This is an optimization exercise on Yosys and OpenROAD, whose aim is small area, a short achievable clock period and few clock cycles, not a production implementation.
Function was not checked in any run shown here: the RTL went through the layout flow alone.
Power and IR drop assume default switching activity.

$ cat design/flow/design.v
module bgfc_catalog_class (
    input  wire [7:0] class_id,
    output wire [11:0] cd
);
    assign cd[0] = (class_id == 8'h00);
    assign cd[1] = (class_id == 8'h01);
    assign cd[2] = (class_id == 8'h02);
    assign cd[3] = (class_id == 8'h03);
    assign cd[4] = (class_id == 8'h04);
    assign cd[5] = (class_id == 8'h05);
    assign cd[6] = (class_id == 8'h06);
    assign cd[7] = (class_id == 8'h07);
    assign cd[8] = (class_id == 8'h08);
    assign cd[9] = (class_id == 8'h0A);
    assign cd[10] = (class_id == 8'hFE);
    assign cd[11] = (class_id == 8'hFF);
endmodule
module bgfc_catalog_lookup (
    input  wire       is_event,
    input  wire [11:0] cd,
    input  wire [7:0] command_id,
    input  wire [2:0] rot,      
    output wire [1:0] hit,      
    output wire [4:0] idx,
    output wire [2:0] place,    
    output wire [3:0] t0,       
    output wire       nop1,     
    output wire       nop2,     
    output wire       e21       
);
    wire [31:0] m;
    assign m[0] = ~is_event & cd[4] & (command_id == 8'h01);
    assign m[1] = is_event & cd[4] & (command_id == 8'h02);
    assign m[2] = ~is_event & cd[0] & (command_id == 8'h01);
    assign m[3] = is_event & cd[6] & (command_id == 8'h00);
    assign m[4] = is_event & cd[7] & (command_id == 8'h03);
    assign m[5] = ~is_event & cd[0] & (command_id == 8'h00);
    assign m[6] = ~is_event & cd[0] & (command_id == 8'h02);
    assign m[7] = ~is_event & cd[0] & (command_id == 8'h03);
    assign m[8] = is_event & cd[0] & (command_id == 8'h00);
    assign m[9] = ~is_event & cd[1] & (command_id == 8'h00);
    assign m[10] = ~is_event & cd[1] & (command_id == 8'h01);
    assign m[11] = is_event & cd[1] & (command_id == 8'h00);
    assign m[12] = ~is_event & cd[2] & (command_id == 8'h00);
    assign m[13] = is_event & cd[2] & (command_id == 8'h00);
    assign m[14] = ~is_event & cd[3] & (command_id == 8'h00);
    assign m[15] = is_event & cd[3] & (command_id == 8'h00);
    assign m[16] = is_event & cd[3] & (command_id == 8'h04);
    assign m[17] = ~is_event & cd[4] & (command_id == 8'h00);
    assign m[18] = is_event & cd[4] & (command_id == 8'h00);
    assign m[19] = is_event & cd[6] & (command_id == 8'h01);
    assign m[20] = ~is_event & cd[6] & (command_id == 8'h03);
    assign m[21] = is_event & cd[6] & (command_id == 8'h04);
    assign m[22] = ~is_event & cd[5] & (command_id == 8'h00);
    assign m[23] = is_event & cd[5] & (command_id == 8'h00);
    assign m[24] = ~is_event & cd[7] & (command_id == 8'h00);
    assign m[25] = is_event & cd[7] & (command_id == 8'h01);
    assign m[26] = ~is_event & cd[8] & (command_id == 8'h02);
    assign m[27] = is_event & cd[8] & (command_id == 8'h02);
    assign m[28] = ~is_event & cd[11] & (command_id == 8'h00);
    assign m[29] = is_event & cd[9] & (command_id == 8'h05);
    assign m[30] = ~is_event & cd[9] & (command_id == 8'h05);
    assign m[31] = is_event & cd[10] & (command_id == 8'hFE);
    assign hit = {|m[31:16], |m[15:0]};
    assign idx[0] = m[1] | m[3] | m[5] | m[7] | m[9] | m[11] | m[13] | m[15] | m[17] | m[19] | m[21] | m[23] | m[25] | m[27] | m[29] | m[31];
    assign idx[1] = m[2] | m[3] | m[6] | m[7] | m[10] | m[11] | m[14] | m[15] | m[18] | m[19] | m[22] | m[23] | m[26] | m[27] | m[30] | m[31];
    assign idx[2] = m[4] | m[5] | m[6] | m[7] | m[12] | m[13] | m[14] | m[15] | m[20] | m[21] | m[22] | m[23] | m[28] | m[29] | m[30] | m[31];
    assign idx[3] = m[8] | m[9] | m[10] | m[11] | m[12] | m[13] | m[14] | m[15] | m[24] | m[25] | m[26] | m[27] | m[28] | m[29] | m[30] | m[31];
    assign idx[4] = m[16] | m[17] | m[18] | m[19] | m[20] | m[21] | m[22] | m[23] | m[24] | m[25] | m[26] | m[27] | m[28] | m[29] | m[30] | m[31];
    wire [7:0] lo;
    assign lo[0] = m[0] | m[8] | m[16] | m[24];
    assign lo[1] = m[1] | m[9] | m[17] | m[25];
    assign lo[2] = m[2] | m[10] | m[18] | m[26];
    assign lo[3] = m[3] | m[11] | m[19] | m[27];
    assign lo[4] = m[4] | m[12] | m[20] | m[28];
    assign lo[5] = m[5] | m[13] | m[21] | m[29];
    assign lo[6] = m[6] | m[14] | m[22] | m[30];
    assign lo[7] = m[7] | m[15] | m[23] | m[31];
    assign place = ({3{lo[0]}} & rot)
                 | ({3{lo[1]}} & (rot + 3'd1))
                 | ({3{lo[2]}} & (rot + 3'd2))
                 | ({3{lo[3]}} & (rot + 3'd3))
                 | ({3{lo[4]}} & (rot + 3'd4))
                 | ({3{lo[5]}} & (rot + 3'd5))
                 | ({3{lo[6]}} & (rot + 3'd6))
                 | ({3{lo[7]}} & (rot + 3'd7));
    assign t0[0] = ~(m[1] | m[6] | m[7] | m[8] | m[11] | m[12] | m[13] | m[14] | m[15] | m[16] | m[17] | m[18] | m[19] | m[22] | m[23] | m[24] | m[25] | m[28] | m[31]);
    assign t0[1] = ~(m[0] | m[1] | m[3] | m[4] | m[5] | m[7] | m[9] | m[10] | m[11] | m[12] | m[13] | m[14] | m[15] | m[16] | m[17] | m[18] | m[19] | m[21] | m[22] | m[23] | m[28] | m[29] | m[31]);
    assign t0[2] = ~(m[0] | m[1] | m[3] | m[5] | m[6] | m[7] | m[8] | m[9] | m[10] | m[11] | m[13] | m[14] | m[15] | m[16] | m[17] | m[18] | m[21] | m[22] | m[23] | m[25] | m[28] | m[29] | m[30]);
    assign t0[3] = ~(m[0] | m[1] | m[4] | m[5] | m[6] | m[7] | m[8] | m[9] | m[10] | m[11] | m[12] | m[13] | m[14] | m[15] | m[16] | m[17] | m[18] | m[19] | m[21] | m[22] | m[23] | m[24] | m[25] | m[28] | m[30] | m[31]);
    assign nop1 = m[20];
    assign nop2 = m[27];
    assign e21 = m[21];
endmodule
module bgfc_catalog_next (
    input  wire [4:0] idx,
    input  wire [3:0] k,
    output wire [3:0] nxt
);
    reg        lastf;
    reg  [3:0] t;
    always @(*) begin
        case (idx)
            5'd0: lastf = (k == 4'd0);
            5'd1: lastf = (k == 4'd3);
            5'd2: lastf = (k == 4'd0);
            5'd3: lastf = (k == 4'd0);
            5'd4: lastf = (k == 4'd2);
            5'd5: lastf = (k == 4'd1);
            5'd6: lastf = (k == 4'd0);
            5'd7: lastf = (k == 4'd4);
            5'd8: lastf = (k == 4'd4);
            5'd9: lastf = (k == 4'd0);
            5'd10: lastf = (k == 4'd1);
            5'd11: lastf = (k == 4'd2);
            5'd12: lastf = (k == 4'd0);
            5'd13: lastf = (k == 4'd0);
            5'd14: lastf = (k == 4'd1);
            5'd15: lastf = (k == 4'd5);
            5'd16: lastf = (k == 4'd1);
            5'd17: lastf = (k == 4'd1);
            5'd18: lastf = (k == 4'd4);
            5'd19: lastf = (k == 4'd5);
            5'd20: lastf = (k == 4'd0);
            5'd21: lastf = (k == 4'd2);
            5'd22: lastf = (k == 4'd1);
            5'd23: lastf = (k == 4'd4);
            5'd24: lastf = (k == 4'd6);
            5'd25: lastf = (k == 4'd7);
            5'd26: lastf = (k == 4'd0);
            5'd27: lastf = (k == 4'd0);
            5'd28: lastf = (k == 4'd3);
            5'd29: lastf = (k == 4'd0);
            5'd30: lastf = (k == 4'd1);
            5'd31: lastf = (k == 4'd2);
        endcase
    end
    always @(*) begin
        t = 4'd0;
        if (idx == 5'd1 && k == 4'd0) t = t | 4'd4;
        if (idx == 5'd1 && k == 4'd1) t = t | 4'd3;
        if (idx == 5'd1 && k == 4'd2) t = t | 4'd8;
        if (idx == 5'd4 && k == 4'd0) t = t | 4'd2;
        if (idx == 5'd4 && k == 4'd1) t = t | 4'd6;
        if (idx == 5'd5 && k == 4'd0) t = t | 4'd8;
        if (idx == 5'd7 && k == 4'd1) t = t | 4'd1;
        if (idx == 5'd7 && k == 4'd2) t = t | 4'd1;
        if (idx == 5'd7 && k == 4'd3) t = t | 4'd8;
        if (idx == 5'd8 && k == 4'd0) t = t | 4'd1;
        if (idx == 5'd8 && k == 4'd1) t = t | 4'd1;
        if (idx == 5'd8 && k == 4'd3) t = t | 4'd8;
        if (idx == 5'd10 && k == 4'd0) t = t | 4'd8;
        if (idx == 5'd11 && k == 4'd0) t = t | 4'd1;
        if (idx == 5'd11 && k == 4'd1) t = t | 4'd8;
        if (idx == 5'd14 && k == 4'd0) t = t | 4'd1;
        if (idx == 5'd15 && k == 4'd1) t = t | 4'd1;
        if (idx == 5'd15 && k == 4'd2) t = t | 4'd1;
        if (idx == 5'd15 && k == 4'd3) t = t | 4'd1;
        if (idx == 5'd16 && k == 4'd0) t = t | 4'd1;
        if (idx == 5'd17 && k == 4'd0) t = t | 4'd1;
        if (idx == 5'd18 && k == 4'd0) t = t | 4'd3;
        if (idx == 5'd18 && k == 4'd2) t = t | 4'd4;
        if (idx == 5'd18 && k == 4'd3) t = t | 4'd8;
        if (idx == 5'd19 && k == 4'd1) t = t | 4'd3;
        if (idx == 5'd19 && k == 4'd4) t = t | 4'd8;
        if (idx == 5'd22 && k == 4'd0) t = t | 4'd8;
        if (idx == 5'd23 && k == 4'd0) t = t | 4'd1;
        if (idx == 5'd23 && k == 4'd3) t = t | 4'd9;
        if (idx == 5'd24 && k == 4'd0) t = t | 4'd6;
        if (idx == 5'd24 && k == 4'd1) t = t | 4'd5;
        if (idx == 5'd24 && k == 4'd2) t = t | 4'd5;
        if (idx == 5'd24 && k == 4'd3) t = t | 4'd4;
        if (idx == 5'd24 && k == 4'd4) t = t | 4'd4;
        if (idx == 5'd25 && k == 4'd0) t = t | 4'd2;
        if (idx == 5'd25 && k == 4'd1) t = t | 4'd2;
        if (idx == 5'd25 && k == 4'd2) t = t | 4'd2;
        if (idx == 5'd25 && k == 4'd3) t = t | 4'd1;
        if (idx == 5'd25 && k == 4'd4) t = t | 4'd1;
        if (idx == 5'd28 && k == 4'd2) t = t | 4'd8;
        if (idx == 5'd30 && k == 4'd0) t = t | 4'd3;
        if (idx == 5'd31 && k == 4'd0) t = t | 4'd5;
        if (idx == 5'd31 && k == 4'd1) t = t | 4'd6;
    end
    assign nxt = lastf ? 4'd15 : t;
endmodule
module bgfc_rx (
    input  wire        clk,
    input  wire        rst,
    input  wire        unknown_fatal,
    input  wire        rx_valid,
    input  wire [7:0]  rx_data,
    output wire        rx_ready,
    input  wire        reg_valid,
    input  wire        reg_unreg,
    input  wire [1:0]  reg_dir,
    input  wire [7:0]  reg_class,
    input  wire [7:0]  reg_cmd,
    input  wire [7:0]  reg_tag,
    output reg         reg_done,
    output reg         reg_err,
    output reg         fld_valid,
    output reg  [3:0]  fld_index,
    output reg  [3:0]  fld_type,
    output reg         fld_elem,
    output reg  [47:0] fld_data,
    output reg         done_valid,
    output wire [3:0]  done_status,
    output wire        done_event,
    output wire [7:0]  done_class,
    output wire [7:0]  done_cmd,
    output wire [10:0] done_len,
    output reg         done_handled,
    output reg  [7:0]  done_tag,
    output wire [10:0] done_cur,
    output wire [3:0]  done_fidx,
    output reg  [8:0]  done_need,
    output wire        halted
);
    localparam [3:0] I_U8 = 4'd0, I_END = 4'd15;
    localparam [3:0] T_U8 = 4'd0, T_NOPAY = 4'd7;
    reg        rdy;
    reg        iv;
    reg  [7:0] ib;
    wire       acc = rx_valid & rdy;
    assign rx_ready = rdy;
    reg        h0, h1, h2, h3, pl;      
    reg        ev_t;                    
    reg  [2:0] lh_t;
    reg        ev;
    reg  [10:0] len;
    reg  [7:0] cls, cmd;
    reg        z;                       
    reg  [1:0] hit2;
    wire       hit = |hit2;
    reg  [11:0] cd;                     
    reg        st_mal, st_unk;          
    reg  [4:0] idx;
    reg        err;
    reg  [3:0] ty;                      
    reg  [3:0] fidx;
    reg  [3:0] dfidx;                   
    reg  [2:0] bp;                      
    reg        abody;                   
    reg  [7:0] acnt;                    
    reg  [10:0] rem;                    
    reg  [10:0] cur;                    
    reg        inc;                     
    reg        npend;                   
    reg        spend;                   
    reg        n2;                      
    reg        fin;                     
    reg        hlt;
    reg        rop1, run, rok;          
    reg        sv [0:31];
    reg  [7:0] st [0:31];
    reg  [2:0] ph;
    reg  [4:0] pos;                     
    reg        rw;                      
    assign halted      = hlt;
    assign done_status = {1'b0, st_mal, st_unk, st_unk};
    assign done_event  = ev;
    assign done_class  = cls;
    assign done_cmd    = cmd;
    assign done_len    = len;
    assign done_cur    = cur;
    assign done_fidx   = dfidx;
    wire [1:0] lk_hit;
    wire       lk_nop1, lk_nop2, lk_e21;
    wire [4:0] lk_idx;
    wire [3:0] lk_t0;
    wire [2:0] lk_place;
    wire [11:0] cd_n;
    bgfc_catalog_class u_class (
        .class_id (reg_valid ? reg_class : ib),
        .cd       (cd_n)
    );
    bgfc_catalog_lookup u_lookup (
        .is_event   (ev_t),
        .cd         (cd),
        .command_id (ib),
        .rot        (ph + 3'd1),
        .place      (lk_place),
        .hit        (lk_hit),
        .idx        (lk_idx),
        .t0         (lk_t0),
        .nop1       (lk_nop1),
        .nop2       (lk_nop2),
        .e21        (lk_e21)
    );
    wire [3:0] nxt;
    bgfc_catalog_next u_next (
        .idx  (idx),
        .k    (fidx),
        .nxt  (nxt)
    );
    reg        e21;                     
    wire       skip = e21 & (fidx == 4'd0);
    wire       t_fix  = ~ty[3];
    wire       t_arr  = ty[3] & ~ty[2];
    wire       t_end  = ty[3] & ty[2];
    wire       t_u16a = ty[3] & ~ty[2] & ty[0];
    wire       t_sgn  = ~ty[3] & ty[2];
    wire [1:0] wc     = ty[1:0];
    wire [3:0] tw     = (wc == 2'd0) ? 4'd1 : (wc == 2'd1) ? 4'd2 :
                        (wc == 2'd2) ? 4'd4 : 4'd6;
    wire       pb     = iv & pl;                   
    wire       live   = ~err;             
    wire       last   = (rem == 11'd1);
    wire       rhz    = (rem[10:3] == 8'd0);
    wire       few    = rhz & ((wc == 2'd1) ? (rem[2:1] == 2'b00) :
                               (wc == 2'd2) ? ~rem[2] :
                               (wc == 2'd3) ? ~(rem[2] & rem[1]) : 1'b0);
    wire       cnt_big = (rem[10:8] == 3'd0) && (ib >= rem[7:0]);
    wire       cnt_odd = t_u16a & ib[0];
    wire       e_last = abody ? (~ty[0] | bp[0]) :
                        (wc == 2'd0) | ((wc == 2'd1) & bp[0]) |
                        ((wc == 2'd2) & bp[1] & bp[0]) | ((wc == 2'd3) & bp[2] & bp[0]);
    wire       x_el    = pb & (t_fix | abody);          
    wire       x_cnt   = pb & t_arr & ~abody;           
    wire       d_el    = x_el & live;
    wire       d_cnt   = x_cnt & live;
    wire       d_left  = pb & live & t_end;             
    wire       d_short = d_el & ~abody & (bp == 3'd0) & few;
    wire       d_cbad  = d_cnt & (cnt_big | cnt_odd);
    wire       e_done  = d_el & e_last;
    wire       f_done  = (e_done & (~abody | (acnt == 8'd1))) | (d_cnt & (ib == 8'd0));
    wire       d_err   = d_left | d_short | d_cbad;
    wire       nop_cls = (~ev_t & cd[6]) | (ev_t & cd[8]);
    wire       f_err   = fin & live & ~t_end;           
    integer i;
    reg [47:0] fd_n;
    reg        ext;
    always @(posedge clk) begin
        ib <= reg_valid ? reg_cmd : rx_data;
        iv <= ~rst & acc;
        if (iv & h0) begin
            ev_t <= ib[7];
            lh_t <= ib[2:0];
        end
        if (iv & h1) begin
            ev  <= ev_t;
            len <= {lh_t, ib};
        end
        if (iv & h2)
            cls <= ib;
        if (iv & h3)
            cmd <= ib;
        if ((iv & h2) | reg_valid)
            cd <= cd_n;
        if (reg_valid)
            ev_t <= reg_dir[1];
        if (rst) begin
            h0 <= 1'b1; h1 <= 1'b0; h2 <= 1'b0; h3 <= 1'b0; pl <= 1'b0;
        end else if (iv) begin
            if (h0) begin h0 <= 1'b0; h1 <= 1'b1; end
            if (h1) begin h1 <= 1'b0; h2 <= 1'b1; end
            if (h2) begin h2 <= 1'b0; h3 <= 1'b1; end
            if (h3) begin h3 <= 1'b0; if (z) h0 <= 1'b1; else pl <= 1'b1; end
            if (pl & last) begin pl <= 1'b0; h0 <= 1'b1; end
        end
        if (iv & h1) begin
            rem <= {lh_t, ib};
            z   <= ({lh_t, ib} == 11'd0);
        end else if (pb)
            rem <= rem - 11'd1;
        if ((iv & h3) | rop1) begin
            hit2 <= lk_hit;
            e21  <= lk_e21;
            idx <= lk_idx;
            pos <= {lk_idx[4:3], lk_place};
        end else
            pos[2:0] <= pos[2:0] + 3'd1;
        ph <= rst ? 3'd0 : ph + 3'd1;
        inc <= pb & live;
        if (iv & h3)
            cur <= 11'd0;
        else if (inc & ~err)
            cur <= cur + 11'd1;
        if (iv & h3) begin
            err   <= 1'b0;
            fidx  <= lk_nop2 ? 4'd2 : (lk_nop1 ? 4'd1 : 4'd0);
            ty    <= lk_t0;
            bp    <= 3'd0;
            abody <= 1'b0;
            npend <= 1'b0;
        end else begin
            if (d_err | f_err)
                err <= 1'b1;
            if (d_el)
                bp <= e_last ? 3'd0 : bp + 3'd1;
            if (d_cnt & (ib != 8'd0))
                abody <= 1'b1;
            if (f_done) begin
                abody <= 1'b0;
                ty    <= nxt;
                fidx  <= skip ? 4'd2 : fidx + 4'd1;
                npend <= skip & ~last;
            end else if (pb)
                npend <= 1'b0;
        end
        if (d_cnt) begin
            done_need[8:1] <= ({1'b0, ib} + 9'd1) >> 1;
            done_need[0]   <= ~ib[0] | (cnt_odd & ~cnt_big);
        end else if (d_left)
            done_need <= 9'd0;
        else if (d_short | f_err)
            done_need <= t_arr ? 9'd1 : {5'd0, tw};
        if (reg_valid)
            acnt <= reg_tag;
        else if (pb & npend)
            acnt <= ib;
        else if (x_cnt)
            acnt <= ib;
        else if (x_el & abody)
            acnt <= acnt - 8'd1;
        fd_n = fld_data;
        ext  = ~abody & t_sgn & ib[7];
        if (x_cnt) begin
            fd_n = {40'd0, ib};
        end else if (x_el) begin
            for (i = 0; i < 6; i = i + 1) begin
                if (bp == i)
                    fd_n[8*i +: 8] = ib;
                else if (e_last && i > bp)
                    fd_n[8*i +: 8] = {8{ext}};
            end
        end
        fld_index <= fidx;
        fld_type  <= ty[3] ? ty : {1'b0, ty[1:0], ty[2]};
        fld_elem  <= abody;
        if (pb & npend) begin
            fd_n = 48'd0;
            fld_index <= 4'd1;
            fld_type  <= T_NOPAY;
            fld_elem  <= 1'b0;
        end else if (spend) begin
            fd_n = {40'd0, acnt};
            fld_index <= 4'd2;
            fld_type  <= T_U8;
            fld_elem  <= 1'b0;
        end else if ((iv & h3) | n2) begin
            fd_n = 48'd0;
            fld_index <= {3'd0, n2};
            fld_type  <= T_NOPAY;
            fld_elem  <= 1'b0;
        end
        fld_data <= fd_n;
        spend     <= ~rst & pb & npend;
        n2        <= ~rst & iv & h3 & z & lk_nop2;
        fld_valid <= ~rst & (e_done | d_cnt | spend | (iv & h3 & z & nop_cls) | n2);
        fin        <= ~rst & ((pb & last) | (iv & h3 & z));
        done_valid <= ~rst & fin;
        dfidx      <= fidx;
        st_mal     <= hit & (err | f_err);
        st_unk     <= ~hit;
        done_handled <= sv[pos];
        done_tag     <= st[pos];
        if (rst)
            hlt <= 1'b0;
        else if (fin & ~hit & unknown_fatal)
            hlt <= 1'b1;
        if (rst)
            rdy <= 1'b1;
        else
            rdy <= ~hlt & ~(fin & ~hit & unknown_fatal)
                 & (~unknown_fatal | (~acc & ~iv & ~fin));
        rop1 <= ~rst & reg_valid;
        if (reg_valid) begin
            run <= reg_unreg;
            rok <= reg_dir[1] ^ reg_dir[0];
        end
        reg_done <= ~rst & rw & (~(hit & rok) | (pos[2:0] == 3'd7));
        reg_err  <= ~(hit & rok);
        if (rst)
            rw <= 1'b0;
        else if (rop1)
            rw <= 1'b1;
        else if (~(hit & rok) | (pos[2:0] == 3'd7))
            rw <= 1'b0;
        for (i = 0; i < 32; i = i + 1) begin
            if (i % 8 == 0 && rw && hit && rok && pos == i + 7) begin
                sv[i] <= ~rst & ~run;
                st[i] <= acnt;
            end else begin
                sv[i] <= ~rst & sv[i - i % 8 + (i + 7) % 8];
                st[i] <= st[i - i % 8 + (i + 7) % 8];
            end
        end
    end
endmodule
$ cat design/flow/run.sh
#!/bin/bash
# synth_recipe.tcl (not shown) runs the flow's synth.tcl, then flattens the netlist and writes it again
# the make line also repeats each setting of config.mk as NAME=value (left out here)
make -C /OpenROAD-flow-scripts/flow DESIGN_CONFIG=/design/flow/config.mk WORK_HOME=/design/flow/orfs CLKGATE_MAP_FILE= SYNTH_SCRIPT=/design/flow/synth_recipe.tcl finish
$ cat design/flow/config.mk
export PLATFORM = sky130hd
export DESIGN_NAME = bgfc_rx
export DESIGN_NICKNAME = bgfc_rx
export VERILOG_FILES = /design/flow/design.v
export SDC_FILE = /design/flow/constraint.sdc
export NUM_CORES = 4
export LEC_CHECK = 0
export CAP_MARGIN = 20
export CORE_MARGIN = 2
export CORE_UTILIZATION = 40
export CTS_CLUSTER_DIAMETER = 55
export CTS_CLUSTER_SIZE = 35
export SETUP_SLACK_MARGIN = 4.5
export SLEW_MARGIN = 20
$ cat design/flow/constraint.sdc
create_clock -name core_clock -period 7.0 [get_ports {clk}]
set_input_delay 1.4000 -clock core_clock [delete_from_list [all_inputs] [get_ports {clk}]]
set_output_delay 1.4000 -clock core_clock [all_outputs]
set_load 0.01 [all_outputs]
==> summary.txt, run 1 <==
Pins Over Slew Limit: 0
CP top delay family: flip-flops
Crit path depth: 1
RSZ-0062 raised after global routing: yes
Hold Slack: 0.331 ns
Avg WL per Cell: 23.5 µm
htree depth: 2
cts hold-fix bufs: 0
die width: 225 µm
max cap viols: 0
worst IR drop on VDD: 0.214 mV
crit-path max cell delay: 0.39 ns
Main synth FF type: dfxtp_1
outcome: timing/DRC/antenna clean
number of synthesized flops with an enable pin: 91
1st-pass router iterations: 9
sw frac: 0.288
CP max stage cell: edfxtp_1
area leader, netlist: dfxtp_1
Worst setup SP type: flip-flop
Worst-Margin Slew: 1.01 ns
Die Ht: 225 µm
Via-to-Cell Ratio: 5.86
initial DRC count: 1,863
final hold vios: 0
Worst Hold Depth: 0
synthesized flop and latch total: 500
required time worst endpoint: 5.60 ns
Layout area overhead: 21.1%
register area share after synthesis: 0.561
Slew HR: 0.327
Port Buffer Count: 166
Min Clock Period, post-route: 2.53 ns
Worst setup EP type: primary output
final net count: 2,135
pin count of the biggest net entering global routing: 53
DR vias: 15,900
post-route ant nets: 0
Placed Cells incl. Taps: 2,577
CP Cell Sequence: buf_2
io pins: 168
non-filler instance count after layout: 2,711
crit path max fanout: 1
layout cells sized above 1: 0.246
share of the synthesized area in the top cell type: 0.420
Synth Warn #: 4
Setup Skew: 0.0500 ns
synth unique cells: 88
Comb power frac: 0.119
Syn Nets: 1,960
gr usage total: 0.246
final setup TNS: 0 ns
Reg clk slew, reported paths: 0.09 ns
Cells after Synth: 1,889
WS Path Type: reg2out
Die Area: 50,500 µm²
cts bufs inserted: 40
crit share post-route: 0.361
final RePlAce weighted congestion: 0.944
Max Root-Sink Buffers: 3
Buf/Inv on CP: 1
vias in the first global route: 15,300
Flop pwr share: 0.494
row cnt: 80
ys async rst share: 0
post-DP HPWL: 43.0 mm
clock latency (worst-skew pair): 0.60 ns
Finished Cell Area: 23,600 µm²
ranking of synthesized cells by area: dfxtp_1, edfxtp_1, nor2_1, a21oi_1, mux2_2
clock power share: 0.387
Mapped Avg Cell Area: 10.3 µm²
total wire length: 63.7 mm
initial antenna violation count: 4
# DRC: 0
CTS sink cnt: 500
Core Area: 47,900 µm²
Initial Utilization: 0.406
TritonCTS clock tree: yes
Post-DP Area: 21,600 µm²
global-route wire length before repair: 94.8 mm
P_leak: 8.87 nW
Pwr Density: 267 nW/µm²
worst reg2reg path depth: 10
Hold Crit Class: reg2reg
P_sw: 1.82 mW
grt total ovfl: 0
Internal Power: 4.49 mW
Critical Path AT: 1.13 ns
Post-Synthesis Cell Area: 19,500 µm²
pre-CTS setup slack: 3.87 ns
fmax: 395 MHz
Setup WS post-layout: 4.47 ns
Setup Viol. Count Final: 0
CTS Root Cell: clkbuf_16
[placed cells by master, fill, tap and decap left out, drive strengths merged, types with 7 or more instances in the layout]
master and instances:
ha 31, a32oi 13, xor2 15, o211ai 47, clkbuf 46, inv 55, nand2b 26, a211oi 18
o21ai 68, nand4 31, xnor2 22, a31oi 17, nand3 50, nor4 13, and2 18, mux2 52
a32o 9, a22o 16, and3 13, clkdlybuf4s50 37, dfxtp 409, nor2b 68, or3 11, mux2i 13
a221oi 16, a21oi 121, nor2 189, edfxtp 91, nand2 135, or2 10, buf 207, o21a 9
nor3 31, a222oi 8, clkinv 7, a22oi 71
[metal layers]
metal / routed length, µm / GRT usage / up-vias
li1: - / - / 7260
met2: 28700 / 0.378 / 799
met5: 39 / 0 / -
met4: 2130 / 0.0921 / 6
met1: 26800 / 0.333 / 7676
met3: 6080 / 0.0631 / 149
[registers in the layout, summed over array words and instances, names as in the netlist, 9 cells and up]
register	flops
st	256
sv	32
cd	12
fld_data	48
rem	11
done_need	9
len	11
cur	11
[metrics by stage]
stage | util | total power [mW]
5_1_grt | 0.492 | 6.51
3_5_place_dp | 0.450 | 3.85
3_3_place_gp | 0.450 | 3.85
2_1_floorplan | - | 3.53
4_1_cts | 0.480 | 6.30
6_report | 0.492 | 6.30
[worst paths after layout]
kind / start / endpoint / slack, ns
setup reg to reg: pos[0] / done_tag[5] / 4.49
hold / removal: st[2][6] / st[3][6] / 0.33
hold reg to reg: st[2][6] / st[3][6] / 0.33
setup / recovery: done_need[5] / done_need[5] / 4.47
[synth_stat cells (6+ instances only)]
master and instances:
a211oi_1 18, a21oi_1 119, a221oi_1 16, a222oi_1 8, a22o_1 16, a22oi_1 71
a31oi_1 13, a32o_1 9, a32oi_1 13, and2_1 18, and3_1 13, buf_2 32
buf_4 11, clkbuf_1 64, dfxtp_1 409, edfxtp_1 91, ha_1 31, inv_1 35
mux2_2 52, mux2i_1 13, nand2_1 133, nand2b_1 26, nand3_1 50, nand4_1 31
nor2_1 186, nor2b_1 68, nor3_1 27, nor3b_1 6, nor4_1 12, o211ai_1 47
o21a_1 9, o21ai_0 63, o221ai_1 6, o32ai_1 6, or2_2 10, or3_1 10
xnor2_1 22, xor2_1 15
[layout make-up]
type	instances	area (µm²)
clock buffer	44	1040
multi-input combinational	1240	8290
antenna	2	5.00
sequential	500	11000
tap	615	769
clock inverter	28	390
timing repair buffer	246	1940
fill	4365	24400
inverter	36	139
[power by group through the flow]
stage	combinational [mW]	clock (mW)	sequential (mW)
after global routing	0.795	2.59	3.12
after floorplan	0.376	0	3.15
after detailed placement	0.679	0	3.18
final	0.750	2.44	3.11
after CTS	0.706	2.48	3.11
after global placement	0.675	0	3.17
[kinds of logic (layout without fill, tap and decap cells)]
kind of cell,after synthesis,after routing,synth area share
compound gates,483,484,0.172
xor+xnor,37,37,0.0166
fa+ha+maj,31,31,0.0199
buf+inv,150,354,0.0335
flops,500,500,0.561
mux,67,67,0.0391
other cells,1,3,0.000193
simple gates,620,620,0.158
[repair_timing]
action | 4_1_cts | 5_1_grt
resized for setup | 652 | 89
pin swaps | 5 | 11
setup buffers | 33 | 25
endpoints found under the setup margin | 225 | 133
gates cloned | 0 | 2
==> inputs of run 2 (changes only) <==
==> design/flow/flow/run.sh (new file) <==
#!/bin/bash
# The standard layout, with every port buffered by the smallest buffer
# cell (buffer_ports otherwise picks a 10 um2 delay buffer); the resizer then
# upsizes the port buffers on critical paths as usual.
set -euo pipefail
export BUFFER_PORTS_ARGS="-buffer_cell sky130_fd_sc_hd__buf_1"
bash standard.sh > standard.log 2>&1
==> design/flow/standard.sh (new file) <==
#!/bin/bash
# synth_recipe.tcl (not shown) runs the flow's synth.tcl, then flattens the netlist and writes it again
# the make line also repeats each setting of config.mk as NAME=value (left out here)
make -C /OpenROAD-flow-scripts/flow DESIGN_CONFIG=/design/flow/config.mk WORK_HOME=/design/flow/orfs CLKGATE_MAP_FILE= SYNTH_SCRIPT=/design/flow/synth_recipe.tcl "${@:-finish}"
--- a/design/flow/config.mk
+++ b/design/flow/config.mk
@@ -9,6 +9,6 @@
 export CORE_MARGIN = 2
 export CORE_UTILIZATION = 40
-export CTS_CLUSTER_DIAMETER = 55
-export CTS_CLUSTER_SIZE = 35
+export CTS_CLUSTER_DIAMETER = 60
+export CTS_CLUSTER_SIZE = 25
 export SETUP_SLACK_MARGIN = 4.5
 export SLEW_MARGIN = 20
removed: design/flow/run.sh
==> summary.txt, run 2 <==
outcome: timing/DRC/antenna clean
Core Area: 47,900 µm² (unchanged)
Max Root-Sink Buffers: 3 (unchanged)
Via-to-Cell Ratio: 5.87 (+0.20%)
synth unique cells: 88 (unchanged)
1st-pass router iterations: 6 (-3)
biggest regs: st (256), fld_data (48), sv (32)
Critical Path AT: 1.15 ns (+0.02 ns)
CP max stage cell: edfxtp_1
Initial Utilization: 0.406 (unchanged)
Die Ht: 225 µm (unchanged)
required time worst endpoint: 5.60 ns (about the same)
Slew HR: 0.356 (+0.0289)
Internal Power: 4.50 mW (+0.41%)
global-route wire length before repair: 94.4 mm (-0.44%)
Worst setup SP type: flip-flop
Cells after Synth: 1,889 (unchanged)
crit path max fanout: 1 (unchanged)
flop2flop setup slack: 4.53 ns (+0.04 ns)
synthesized flop and latch total: 500 (unchanged)
ys async rst share: 0 (unchanged)
Critical Path Sink: done_need[1]
Worst-Margin Slew: 0.966 ns (-0.0396 ns)
P_sw: 1.79 mW (-1.6%)
RSZ-0062 raised after global routing: yes
final setup TNS: 0 ns (unchanged)
TritonCTS clock tree: yes
Post-synth top cells: dfxtp_1, nor2_1, nand2_1
Crit path depth: 1 (unchanged)
Main synth FF type: dfxtp_1
r2r endpoint: ty[3]
P_leak: 8.78 nW (-0.99%)
Min Clock Period, post-route: 2.55 ns (+0.0238 ns)
most common cell after layout, fill and taps aside: dfxtp_1
Worst setup EP type: primary output
Post-Synthesis Cell Area: 19,500 µm² (unchanged)
worst reg2reg path depth: 8 (-2)
total wire length: 63.0 mm (-1.0%)
final net count: 2,142 (+0.33%)
fmax: 392 MHz (-0.93%)
cts bufs inserted: 38 (-5.0%)
initial DRC count: 1,746 (-6.3%)
CTS Root Cell: clkbuf_16
Comb power frac: 0.124 (+0.005)
io pins: 168 (unchanged)
die width: 225 µm (unchanged)
row cnt: 80 (unchanged)
Mapped Avg Cell Area: 10.3 µm² (unchanged)
crit-path max cell delay: 0.42 ns (+0.03 ns)
register area share after synthesis: 0.561 (unchanged)
final hold vios: 0 (unchanged)
Power, Total: 6.29 mW (-0.16%)
Setup Viol. Count Final: 0 (unchanged)
cts hold-fix bufs: 0 (unchanged)
gr usage total: 0.243 (-0.00261)
# DRC: 0 (unchanged)
WS Path Type: reg2out
Layout area overhead: 19.6%
share of the synthesized area in the top cell type: 0.420 (unchanged)
Setup Skew: 0.0411 ns (-0.00896 ns)
final RePlAce weighted congestion: 0.959 (+1.5%)
crit share post-route: 0.365 (+0.00339)
number of diodes: 0 (-2)
area leader, netlist: dfxtp_1
htree depth: 2 (unchanged)
Reg clk slew, reported paths: 0.10 ns (about the same)
initial antenna violation count: 2 (-2)
DR vias: 15,900 (+0.35%)
Pins Over Slew Limit: 0 (unchanged)
CTS sink cnt: 500 (unchanged)
commonest non-fill, non-tap cells in the layout: dfxtp_1, nor2_1, nand2_1
clock latency (worst-skew pair): 0.60 ns (about the same)
worst r2r src: pos[4]
Worst Hold Depth: 0 (unchanged)
CP top delay family: flip-flops
Flop pwr share: 0.493 (about the same)
ranking of synthesized cells by area: dfxtp_1, edfxtp_1, nor2_1, a21oi_1, mux2_2
grt total ovfl: 0 (unchanged)
Worst Setup SP: done_need[1]
Buf/Inv on CP: 1 (unchanged)
CP Cell Sequence: clkbuf_2
post-DP HPWL: 42.8 mm (-0.41%)
layout cells sized above 1: 0.236 (-0.0102)
Hold Crit Class: reg2reg
Synth Warn #: 4 (unchanged)
worst IR drop on VDD: 0.195 mV (-9.2%)
Largest register FFs: 256 (unchanged)
Avg WL per Cell: 23.2 µm (-1.2%)
post-route ant nets: 0 (unchanged)
sw frac: 0.284 (-0.00407)
count leader, synth: dfxtp_1
Port Buffer Count: 166 (unchanged)
vias in the first global route: 15,300 (-0.29%)
Pwr Density: 270 nW/µm² (+1.1%)
number of synthesized flops with an enable pin: 91 (unchanged)
clock power share: 0.383 (-0.004)
Die Area: 50,500 µm² (unchanged)
Biggest register: st
pin count of the biggest net entering global routing: 54 (+1.9%)
Syn Nets: 1,960 (unchanged)
max cap viols: 0 (unchanged)
## run 2: cell counts after synthesis
No cell type changed its count.
## run 2: cell type report
class | count | area, µm²
sequential | 500 | 11000
inverter | 36 | 143
multi-input combinational | 1240 | 8380
tap | 615 | 769
clock inverter | 26 | 370
fill | 4382 | 24700
timing repair buffer | 255 | 1620
clock buffer | 43 | 1010
## run 2: power groups by stage
stage                     Clock (mW)  Sequential [mW]  Combinational [mW]
after floorplan                    0             3.15               0.376
after global placement             0             3.17               0.625
after detailed placement           0             3.17               0.629
after CTS                       2.44             3.10               0.695
after global routing            2.55             3.11               0.833
final                           2.41             3.10               0.783
## run 2: per-stage QoR
step                hold slack (ns)  utilization  area (µm²)  std cells  setup WS [ns]
floorplan                     0.324            -       19500       1889           4.52
detailed placement            0.335        0.429       20600       2583           3.81
global route                  0.339        0.486       23300       2715           4.41
finish                        0.332        0.486       23300       2715           4.45
global placement              0.328        0.429       20600       2583           3.82
CTS                           0.337        0.471       22600       2684           4.43
## run 2: worst min-delay path by stage
stage              start         to  slack [ns]
5_1_grt        st[12][5]  st[13][5]        0.34
2_1_floorplan  st[24][6]  st[25][6]        0.32
3_3_place_gp   st[24][6]  st[25][6]        0.33
3_5_place_dp   st[30][4]  st[31][4]        0.33
4_1_cts        st[12][5]  st[13][5]        0.34
6_report       st[16][6]  st[17][6]        0.33
## run 2: worst reg2reg max path, cell delays in order (launching register included)
cell and delay, ns:
edfxtp_1 0.39, buf_8 0.24, nor2b_1 0.23, buf_4 0.23, a21oi_1 0.16, o21ai_0 0.08
a221oi_1 0.35, o32ai_1 0.17, a311o_1 0.38
## run 2: what timing repair did
item                                    4_1_cts  5_1_grt
cloned                                        1        2
resized for setup                           165      153
endpoints found under the setup margin      204      160
pin swaps                                     3       10
buffers inserted                             31       29
endpoints found under the hold margin         0        0
## run 2: cell families after synthesis
group	count (synthesis)	share of synthesized area
compound gates	483	0.172
simple gates	620	0.158
flops	500	0.561
xor+xnor	37	0.0166
other cells	1	0.000193
buf+inv	150	0.0335
fa+ha+maj	31	0.0199
mux	67	0.0391
## run 2: layer usage
layer | track usage | wire [µm] | vias up
met2 | 0.368 | 27100 | 791
met3 | 0.0572 | 6040 | 161
met5 | 0 | 14 | -
li1 | - | - | 7262
met4 | 0.0793 | 2160 | 2
met1 | 0.343 | 27700 | 7730
==> inputs of run 3 (changes only) <==
--- a/design/flow/design.v
+++ b/design/flow/design.v
@@ -257,4 +257,5 @@
     reg  [4:0] pos;                     
     reg        rw;                      
+    reg  [3:0] wgo;                     
     assign halted      = hlt;
     assign done_status = {1'b0, st_mal, st_unk, st_unk};
@@ -470,5 +471,7 @@
             rok <= reg_dir[1] ^ reg_dir[0];
         end
-        reg_done <= ~rst & rw & (~(hit & rok) | (pos[2:0] == 3'd7));
+        for (i = 0; i < 4; i = i + 1)
+            wgo[i] <= ~rst & rw & hit & rok & (pos == 8 * i + 6);
+        reg_done <= ~rst & ((|wgo) | (rw & ~(hit & rok)));
         reg_err  <= ~(hit & rok);
         if (rst)
@@ -476,8 +479,8 @@
         else if (rop1)
             rw <= 1'b1;
-        else if (~(hit & rok) | (pos[2:0] == 3'd7))
+        else if ((|wgo) | ~(hit & rok))
             rw <= 1'b0;
         for (i = 0; i < 32; i = i + 1) begin
-            if (i % 8 == 0 && rw && hit && rok && pos == i + 7) begin
+            if (i % 8 == 0 && wgo[i / 8]) begin
                 sv[i] <= ~rst & ~run;
                 st[i] <= acnt;
==> design/flow/flow/run.sh (replaced) <==
#!/bin/bash
set -euo pipefail
export BUFFER_PORTS_ARGS="-buffer_cell sky130_fd_sc_hd__buf_1"
export CTS_ARGS="-sink_clustering_enable -repair_clock_nets -sink_clustering_size 25 -sink_clustering_max_diameter 60 -sink_clustering_levels 1"
bash standard.sh > standard.log 2>&1
==> summary.txt, run 3 <==
HP Start: st[5][1]
layout cells sized above 1: 0.218 (-0.0184)
Max Root-Sink Buffers: 3 (unchanged)
Critical Path AT: 2.88 ns (+1.73 ns)
Initial Utilization: 0.403 (-0.00286)
fmax: 389 MHz (-0.82%)
Pwr Density: 258 nW/µm² (-4.7%)
Largest register FFs: 256 (unchanged)
Worst-Margin Slew: 0.955 ns (-0.0115 ns)
outcome: timing/DRC/antenna clean
Biggest register: st
DR vias: 15,600 (-2.0%)
Reg clk slew, reported paths: 0.09 ns (about the same)
Worst Hold Endpoint: st[6][1]
Worst setup SP type: flip-flop
count leader, synth: dfxtp_1
die width: 223 µm (-0.86%)
Layout area overhead: 20.0%
worst IR drop on VDD: 0.139 mV (-28%)
CTS Root Cell: clkbuf_16
initial antenna violation count: 2 (unchanged)
Min Clock Period, post-route: 2.57 ns (+0.0211 ns)
row cnt: 80 (unchanged)
most common cell after layout, fill and taps aside: dfxtp_1
Cells after Synth: 1,834 (-2.9%)
Setup Skew: 0.0389 ns (-0.00214 ns)
ranking of synthesized cells by area: dfxtp_1, edfxtp_1, nor2_1, a21oi_1, mux2_2
synth unique cells: 84 (-4.5%)
Die Area: 49,600 µm² (-1.7%)
required time worst endpoint: 7.31 ns (+1.71 ns)
Die Ht: 223 µm (-0.86%)
r2r endpoint: ty[2]
Port Buffer Count: 166 (unchanged)
post-route ant nets: 0 (unchanged)
Worst Hold Depth: 0 (unchanged)
worst reg2reg path depth: 9 (+1)
Post-Synthesis Cell Area: 19,100 µm² (-1.7%)
CP max stage cell: edfxtp_1
biggest regs: st (256), fld_data (48), sv (32)
TritonCTS clock tree: yes
register area share after synthesis: 0.575 (+0.0141)
Synth Warn #: 4 (unchanged)
Core Area: 47,400 µm² (-1.0%)
WS Path Type: reg2reg
Buf/Inv on CP: 2 (+1)
ys async rst share: 0 (unchanged)
flop2flop setup slack: 4.43 ns (-0.10 ns)
share of the synthesized area in the top cell type: 0.432 (+0.0116)
max cap viols: 0 (unchanged)
pin count of the biggest net entering global routing: 53 (-1.9%)
Via-to-Cell Ratio: 5.84 (-0.60%)
crit share post-route: 0.368 (+0.00301)
# DRC: 0 (unchanged)
number of diodes: 0 (unchanged)
Hold Crit Class: reg2reg
Syn Nets: 1,904 (-2.9%)
Setup Viol. Count Final: 0 (unchanged)
final hold vios: 0 (unchanged)
htree depth: 2 (unchanged)
total wire length: 61.0 mm (-3.2%)
clock latency (worst-skew pair): 0.59 ns (about the same)
final setup TNS: 0 ns (unchanged)
post-DP HPWL: 39.9 mm (-6.8%)
commonest non-fill, non-tap cells in the layout: dfxtp_1, nor2_1, nand2_1
synthesized flop and latch total: 504 (+0.80%)
grt total ovfl: 0 (unchanged)
area leader, netlist: dfxtp_1
CP top delay family: compound AO/OA/AOI/OAI gates
CP Cell Sequence: buf_6 -> clkbuf_16 -> nor2b_4 -> and4b_1 -> o31ai_2 -> a41oi_1 -> or3_4 -> a311oi_4 -> o21ai_1
1st-pass router iterations: 6 (unchanged)
gr usage total: 0.238 (-0.00529)
global-route wire length before repair: 90.8 mm (-3.8%)
initial DRC count: 1,644 (-5.8%)
CTS sink cnt: 504 (+0.80%)
Pins Over Slew Limit: 0 (unchanged)
crit path max fanout: 3 (+2)
Slew HR: 0.362 (+0.00678)
final RePlAce weighted congestion: 0.888 (-7.4%)
Post-synth top cells: dfxtp_1, nor2_1, nand2_1
Main synth FF type: dfxtp_1
Avg WL per Cell: 22.8 µm (-1.8%)
cts bufs inserted: 36 (-5.3%)
cts hold-fix bufs: 0 (unchanged)
P_leak: 8.89 nW (+1.3%)
final net count: 2,108 (-1.6%)
number of synthesized flops with an enable pin: 91 (unchanged)
io pins: 168 (unchanged)
crit-path max cell delay: 0.47 ns (+0.05 ns)
Worst setup EP type: flip-flop
Core Util, Final: 0.484 (-0.00152)
Mapped Avg Cell Area: 10.4 µm² (+1.2%)
worst r2r src: pos[3]
RSZ-0062 raised after global routing: yes
vias in the first global route: 14,800 (-3.5%)
==> run 3: final cells by class <==
cell class                 instances  area (µm²)
inverter                          42         170
sequential                       504       11100
clock inverter                    22         347
multi-input combinational       1193        7950
tap                              615         769
fill                            4469       24500
timing repair buffer             261        1690
clock buffer                      40         968
==> run 3: metal layers <==
layer,vias up,share of wire,track usage,wire length (µm)
met5,-,0.00041,0,25
met4,4,0.026,0.0695,1610
met3,128,0.095,0.0553,5800
met2,771,0.44,0.362,26800
met1,7627,0.44,0.337,26800
li1,7098,-,-,-
==> run 3: logic make-up (layout without fill, tap and decap cells) <==
kind of cell,after synthesis,count (layout),share of synthesized area
DFF,504,504,0.575
AOI/OAI and AO/OA,451,451,0.166
muxes,70,70,0.0398
buffers and inverters,139,365,0.0299
and+or+nand+nor,603,605,0.153
xor gates and xnor gates,36,36,0.0165
adders and majority gates,30,30,0.0196
other,1,1,0.000196
==> run 3: power breakdown <==
part | internal, mW | total (mW) | leakage [nW] | switching [mW]
Sequential | 3.01 | 3.09 | 4.20 | 0.0740
Combinational | 0.167 | 0.468 | 4.06 | 0.301
Clock | 1.21 | 2.36 | 0.635 | 1.15
==> run 3: timing repair <==
| item | in CTS | in global routing |
|---|---|---|
| setup endpoints to repair | 169 | 157 |
| buffers inserted | 28 | 29 |
| gates cloned | 4 | 2 |
| hold endpoints to repair | 0 | 0 |
| pin swaps | 6 | 16 |
| gates resized for setup | 140 | 140 |
==> run 3: stage by stage <==
| stage | instances | power, mW | setup slack [ns] | hold slack (ns) | cell area (µm²) |
|---|---|---|---|---|---|
| after floorplan | 1834 | 3.36 | 4.45 | 0.327 | 19100 |
| after global placement | 2552 | 3.54 | 3.80 | 0.334 | 20400 |
| after detailed placement | 2552 | 3.54 | 3.62 | 0.337 | 20400 |
| after CTS | 2646 | 5.91 | 4.41 | 0.342 | 22400 |
| after global routing | 2677 | 6.11 | 4.36 | 0.344 | 23000 |
| final | 2677 | 5.92 | 4.43 | 0.330 | 23000 |
==> run 3: worst reg2reg max path, stage by stage (launching register included) <==
cell,delay (ns)
edfxtp_1,0.47
buf_6,0.16
clkbuf_16,0.13
nor2b_4,0.12
and4b_1,0.18
o31ai_2,0.22
a41oi_1,0.16
or3_4,0.43
a311oi_4,0.32
o21ai_1,0.11
==> run 3: how the worst max path moves through the flow <==
stage / depth (start not counted) / from / to / slack, ns
after floorplan: 11 / ib[1] / pos[1] / 4.45
after global placement: 9 / ib[0] / pos[1] / 3.80
after detailed placement: 9 / ib[0] / pos[1] / 3.62
after CTS: 10 / ib[1] / pos[1] / 4.41
after global routing: 9 / pos[3] / ty[2] / 4.36
final: 9 / pos[3] / ty[2] / 4.43
==> inputs of run 4 (changes only) <==
--- a/design/flow/design.v
+++ b/design/flow/design.v
@@ -257,5 +257,5 @@
     reg  [4:0] pos;                     
     reg        rw;                      
-    reg  [3:0] wgo;                     
+    reg        wgo;                     
     assign halted      = hlt;
     assign done_status = {1'b0, st_mal, st_unk, st_unk};
@@ -339,12 +339,19 @@
             lh_t <= ib[2:0];
         end
-        if (iv & h1) begin
-            ev  <= ev_t;
-            len <= {lh_t, ib};
+        if (rst) begin
+            ev  <= 1'b0;
+            len <= 11'd0;
+            cls <= 8'd0;
+            cmd <= 8'd0;
+        end else begin
+            if (iv & h1) begin
+                ev  <= ev_t;
+                len <= {lh_t, ib};
+            end
+            if (iv & h2)
+                cls <= ib;
+            if (iv & h3)
+                cmd <= ib;
         end
-        if (iv & h2)
-            cls <= ib;
-        if (iv & h3)
-            cmd <= ib;
         if ((iv & h2) | reg_valid)
             cd <= cd_n;
@@ -400,5 +407,7 @@
                 npend <= 1'b0;
         end
-        if (d_cnt) begin
+        if (rst)
+            done_need <= 9'd0;
+        else if (d_cnt) begin
             done_need[8:1] <= ({1'b0, ib} + 9'd1) >> 1;
             done_need[0]   <= ~ib[0] | (cnt_odd & ~cnt_big);
@@ -471,7 +480,6 @@
             rok <= reg_dir[1] ^ reg_dir[0];
         end
-        for (i = 0; i < 4; i = i + 1)
-            wgo[i] <= ~rst & rw & hit & rok & (pos == 8 * i + 6);
-        reg_done <= ~rst & ((|wgo) | (rw & ~(hit & rok)));
+        wgo      <= ~rst & rw & hit & rok & (pos[2:0] == 3'd6);
+        reg_done <= ~rst & (wgo | (rw & ~(hit & rok)));
         reg_err  <= ~(hit & rok);
         if (rst)
@@ -479,8 +487,8 @@
         else if (rop1)
             rw <= 1'b1;
-        else if ((|wgo) | ~(hit & rok))
+        else if (wgo | ~(hit & rok))
             rw <= 1'b0;
         for (i = 0; i < 32; i = i + 1) begin
-            if (i % 8 == 0 && wgo[i / 8]) begin
+            if (i % 8 == 0 && wgo && pos[4:3] == i / 8) begin
                 sv[i] <= ~rst & ~run;
                 st[i] <= acnt;
--- a/design/flow/config.mk
+++ b/design/flow/config.mk
@@ -11,4 +11,4 @@
 export CTS_CLUSTER_DIAMETER = 60
 export CTS_CLUSTER_SIZE = 25
-export SETUP_SLACK_MARGIN = 4.5
+export SETUP_SLACK_MARGIN = 4.55
 export SLEW_MARGIN = 20
==> summary.txt, run 4 <==
outcome: timing/DRC/antenna clean
Initial Utilization: 0.405 (+0.00160)
Worst-Margin Slew: 1.07 ns (+0.116 ns)
final RePlAce weighted congestion: 0.953 (+7.3%)
synthesized flop and latch total: 501 (-0.60%)
Port Buffer Count: 166 (unchanged)
fillers: 4,542 (+1.6%)
gr usage total: 0.248 (+0.0102)
worst IR drop on VDD: 0.182 mV (+31%)
grt total ovfl: 0 (unchanged)
r2r endpoint: st[16][2]
Pwr Density: 254 nW/µm² (-1.3%)
commonest non-fill, non-tap cells in the layout: dfxtp_1, nand2_1, nor2_1
share of the synthesized area in the top cell type: 0.452 (+0.0203)
Avg WL per Cell: 22.9 µm (+0.42%)
pin count of the biggest net entering global routing: 77 (+45%)
flop2flop setup slack: 4.55 ns (+0.12 ns)
Worst Setup SP: pos[3]
Power, Total: 6.15 mW (+4.0%)
global-route wire length before repair: 97.4 mm (+7.3%)
max cap viols: 0 (unchanged)
global route hottest layer: met2
Mapped Avg Cell Area: 9.78 µm² (-6.2%)
Layout area overhead: 22.3%
Post-Synthesis Cell Area: 19,800 µm² (+3.4%)
Post-synth top cells: dfxtp_1, nand2_1, nor2_1
Biggest register: st
Setup WS post-layout: 4.55 ns (+0.119 ns)
Largest register FFs: 256 (unchanged)
initial antenna violation count: 3 (+1)
met1 GRT Util: 0.332 (-0.00534)
crit path max fanout: 25 (+22)
Slew HR: 0.286 (-0.0765)
final net count: 2,252 (+6.8%)
ranking of synthesized cells by area: dfxtp_1, edfxtp_1, nand2_1, nor2_1, a21oi_1
Finished Cell Area: 24,200 µm² (+5.3%)
Post-DP Area: 20,800 µm² (+2.2%)
layout cells sized above 1: 0.252 (+0.0339)
biggest regs: st (256), fld_data (48), sv (32)
Internal Power: 4.40 mW (about the same)
Core Util, Final: 0.495 (+0.0112)
CTS Root Cell: clkbuf_16
area share of fa/ha/maj cells after synthesis: 0.0195 (-0.000133)
Min Clock Period, post-route: 2.45 ns (-0.119 ns)
CP max stage cell: nand2_1
Die Area: 51,300 µm² (+3.3%)
Synth Warn #: 4 (unchanged)
# DRC: 0 (unchanged)
final setup TNS: 0 ns (unchanged)
P_leak: 9.17 nW (+3.2%)
ys async rst share: 0 (unchanged)
worst r2r src: pos[3]
clock power share: 0.366 (-0.033)
Setup Skew: 0.0244 ns (-0.0145 ns)
Main synth FF type: dfxtp_1
Flop pwr share: 0.499 (-0.023)
DR vias: 16,800 (+7.4%)
Critical Path AT: 2.91 ns (+0.03 ns)
htree depth: 2 (unchanged)
Worst setup EP type: flip-flop
required time worst endpoint: 7.46 ns (+0.15 ns)
GR Util met2: 0.396 (+0.0345)
post-DP HPWL: 43.0 mm (+7.8%)
XOR/XNOR Fraction of Synth Area: 0.0164 (-0.0000939)
sw frac: 0.286 (+0.0278)
synth unique cells: 95 (+13%)
Via-to-Cell Ratio: 5.84 (about the same)
P_sw: 1.76 mW (+15%)
RSZ-0062 raised after global routing: yes
Synth Area in Simple Gates: 0.167 (+0.0132)
Core Area: 48,800 µm² (+3.0%)
CTS sink cnt: 501 (-0.60%)
crit share post-route: 0.351 (-0.0169)
initial DRC count: 1,999 (+22%)
CP Cell Sequence: buf_4 -> buf_12 -> nor2b_2 -> nand2_1 -> mux2_2
Comb power frac: 0.135 (+0.056)
most common cell after layout, fill and taps aside: dfxtp_1
row cnt: 81 (+1.3%)
crit-path max cell delay: 0.65 ns (+0.18 ns)
Reg clk slew, reported paths: 0.09 ns (about the same)
CP top delay family: simple AND/OR/NAND/NOR gates
Worst setup SP type: flip-flop
area leader, netlist: dfxtp_1
die width: 226 µm (+1.6%)
number of synthesized flops with an enable pin: 54 (-41%)
fmax: 407 MHz (+4.8%)
vias in the first global route: 16,100 (+9.2%)
Max Root-Sink Buffers: 3 (unchanged)
Hold Crit Class: reg2reg
final hold vios: 0 (unchanged)
complex-gate fraction of the synthesized area: 0.178 (+0.0126)
register area share after synthesis: 0.534 (-0.0405)
mux cell area share after synthesis: 0.0458 (+0.00598)
Die Ht: 226 µm (+1.6%)
total wire length: 65.8 mm (+7.8%)
TritonCTS clock tree: yes
post-route ant nets: 0 (unchanged)
Syn Nets: 2,092 (+9.9%)
worst reg2reg path depth: 5 (-4)
pre-CTS setup slack: 3.77 ns (+0.151 ns)
cts bufs inserted: 36 (unchanged)
Pins Over Slew Limit: 0 (unchanged)
Cells after Synth: 2,022 (+10%)
io pins: 168 (unchanged)
Critical Path Sink: st[16][2]
Setup Viol. Count Final: 0 (unchanged)
largest family of logic cells by synthesized area: compound AO/OA/AOI/OAI gates
Crit path depth: 5 (-4)
grt met3 use: 0.0486 (-0.00668)
1st-pass router iterations: 7 (+1)
clock latency (worst-skew pair): 0.58 ns (about the same)
Buf/Inv on CP: 2 (unchanged)
count leader, synth: dfxtp_1
WS Path Type: reg2reg
-- run 4: cell types whose count changed in the layout (fill, tap and decap cells not counted), sizes merged, moves of 19 or more --
cell / change
clkbuf: -38
nor2: -19
nand2: +59
o21ai: +35
edfxtp: -37
dfxtp: +34
a221oi: -26
buf: +47
-- run 4: what timing repair did --
action	in CTS	in global routing
gates cloned	1	2
resized for setup	383	102
endpoints found under the setup margin	242	194
hold buffers	0	0
setup buffers	32	41
pin swaps	5	19
-- run 4: per-stage QoR --
| step | cells | hold slack (ns) |
|---|---|---|
| after floorplan | 2022 | 0.323 |
| after global placement | 2732 | 0.331 |
| after detailed placement | 2732 | 0.332 |
| after CTS | 2830 | 0.343 |
| after global routing | 2873 | 0.348 |
| final | 2874 | 0.339 |
-- run 4: power by group through the flow --
stage	clock (mW)	combinational, mW	sequential [mW]
4_1_cts	2.28	0.765	3.07
6_report	2.25	0.831	3.07
3_5_place_dp	0	0.675	3.12
2_1_floorplan	0	0.406	3.11
5_1_grt	2.39	0.876	3.08
3_3_place_gp	0	0.661	3.13
-- run 4: logic make-up (layout without fill, tap and decap cells) --
group	Yosys count	in the layout
buffers and inverters	186	373
multiplexers	85	85
AND/OR/NAND/NOR	664	664
flip-flops	501	501
adder cells (fa/ha/maj)	31	31
other	1	2
AO/OA/AOI/OAI	517	517
XOR/XNOR	37	37
-- run 4: cell type report --
| type | instances | area [µm²] | area share |
|---|---|---|---|
| antenna | 1 | 2.50 | 0.000103 |
| clock buffer | 41 | 982 | 0.0406 |
| clock inverter | 24 | 289 | 0.0119 |
| inverter | 41 | 158 | 0.00651 |
| multi-input combinational | 1335 | 8810 | 0.364 |
| sequential | 501 | 10700 | 0.444 |
| tap | 664 | 831 | 0.0343 |
| timing repair buffer | 267 | 2400 | 0.0991 |
-- run 4: routing by layer --
layer  routed length, µm  part of all wire  vias up
li1                    -                 -     7626
met3                5780             0.088      196
met2               29800              0.45      855
met1               27600              0.42     8099
met5                  40           0.00061        -
met4                2570             0.039        6
-- run 4: worst min-delay path by stage --
stage | from | endpoint | slack [ns] | cells after the start
floorplan | st[2][4] | st[3][4] | 0.32 | 0
CTS | st[26][2] | st[27][2] | 0.34 | 0
finish | st[26][2] | st[27][2] | 0.34 | 0
detailed placement | st[2][4] | st[3][4] | 0.33 | 0
global route | st[11][4] | st[12][4] | 0.35 | 0
global placement | st[30][4] | st[31][4] | 0.33 | 0

-- static timing again, ports no longer ideal --
How much do the figures lean on ideal ports? The routed layouts below were timed once more, with nothing changed but the port constraints. Step 1 assumes that a clkbuf_16 drives the clock port and a buf_2 every other input. Step 2 also shifts input and output timing later by t, the mid clock arrival at the registers, as if the neighbouring blocks saw the same clock. Three values: ideal, step 1, step 2; two values: the first two.
run	t (ns)	slack for setup (ns)	hold WS [ns]
run 1	0.627	4.471 / 4.417 / 4.041	0.331 / 0.331 / 0.331
run 2	0.635	4.448 / 4.389 / 4.213	0.332 / 0.332 / 0.332
run 3	0.629	4.426 / 4.384 / 3.993	0.330 / 0.330 / 0.330
run 4	0.625	4.545 / 4.490 / 4.097	0.339 / 0.339 / 0.339
After both steps setup and hold are still met in every run listed. For run 4, which loses most, drivers alone change the setup slack by -0.055 ns; drivers and shift together by -0.448 ns.
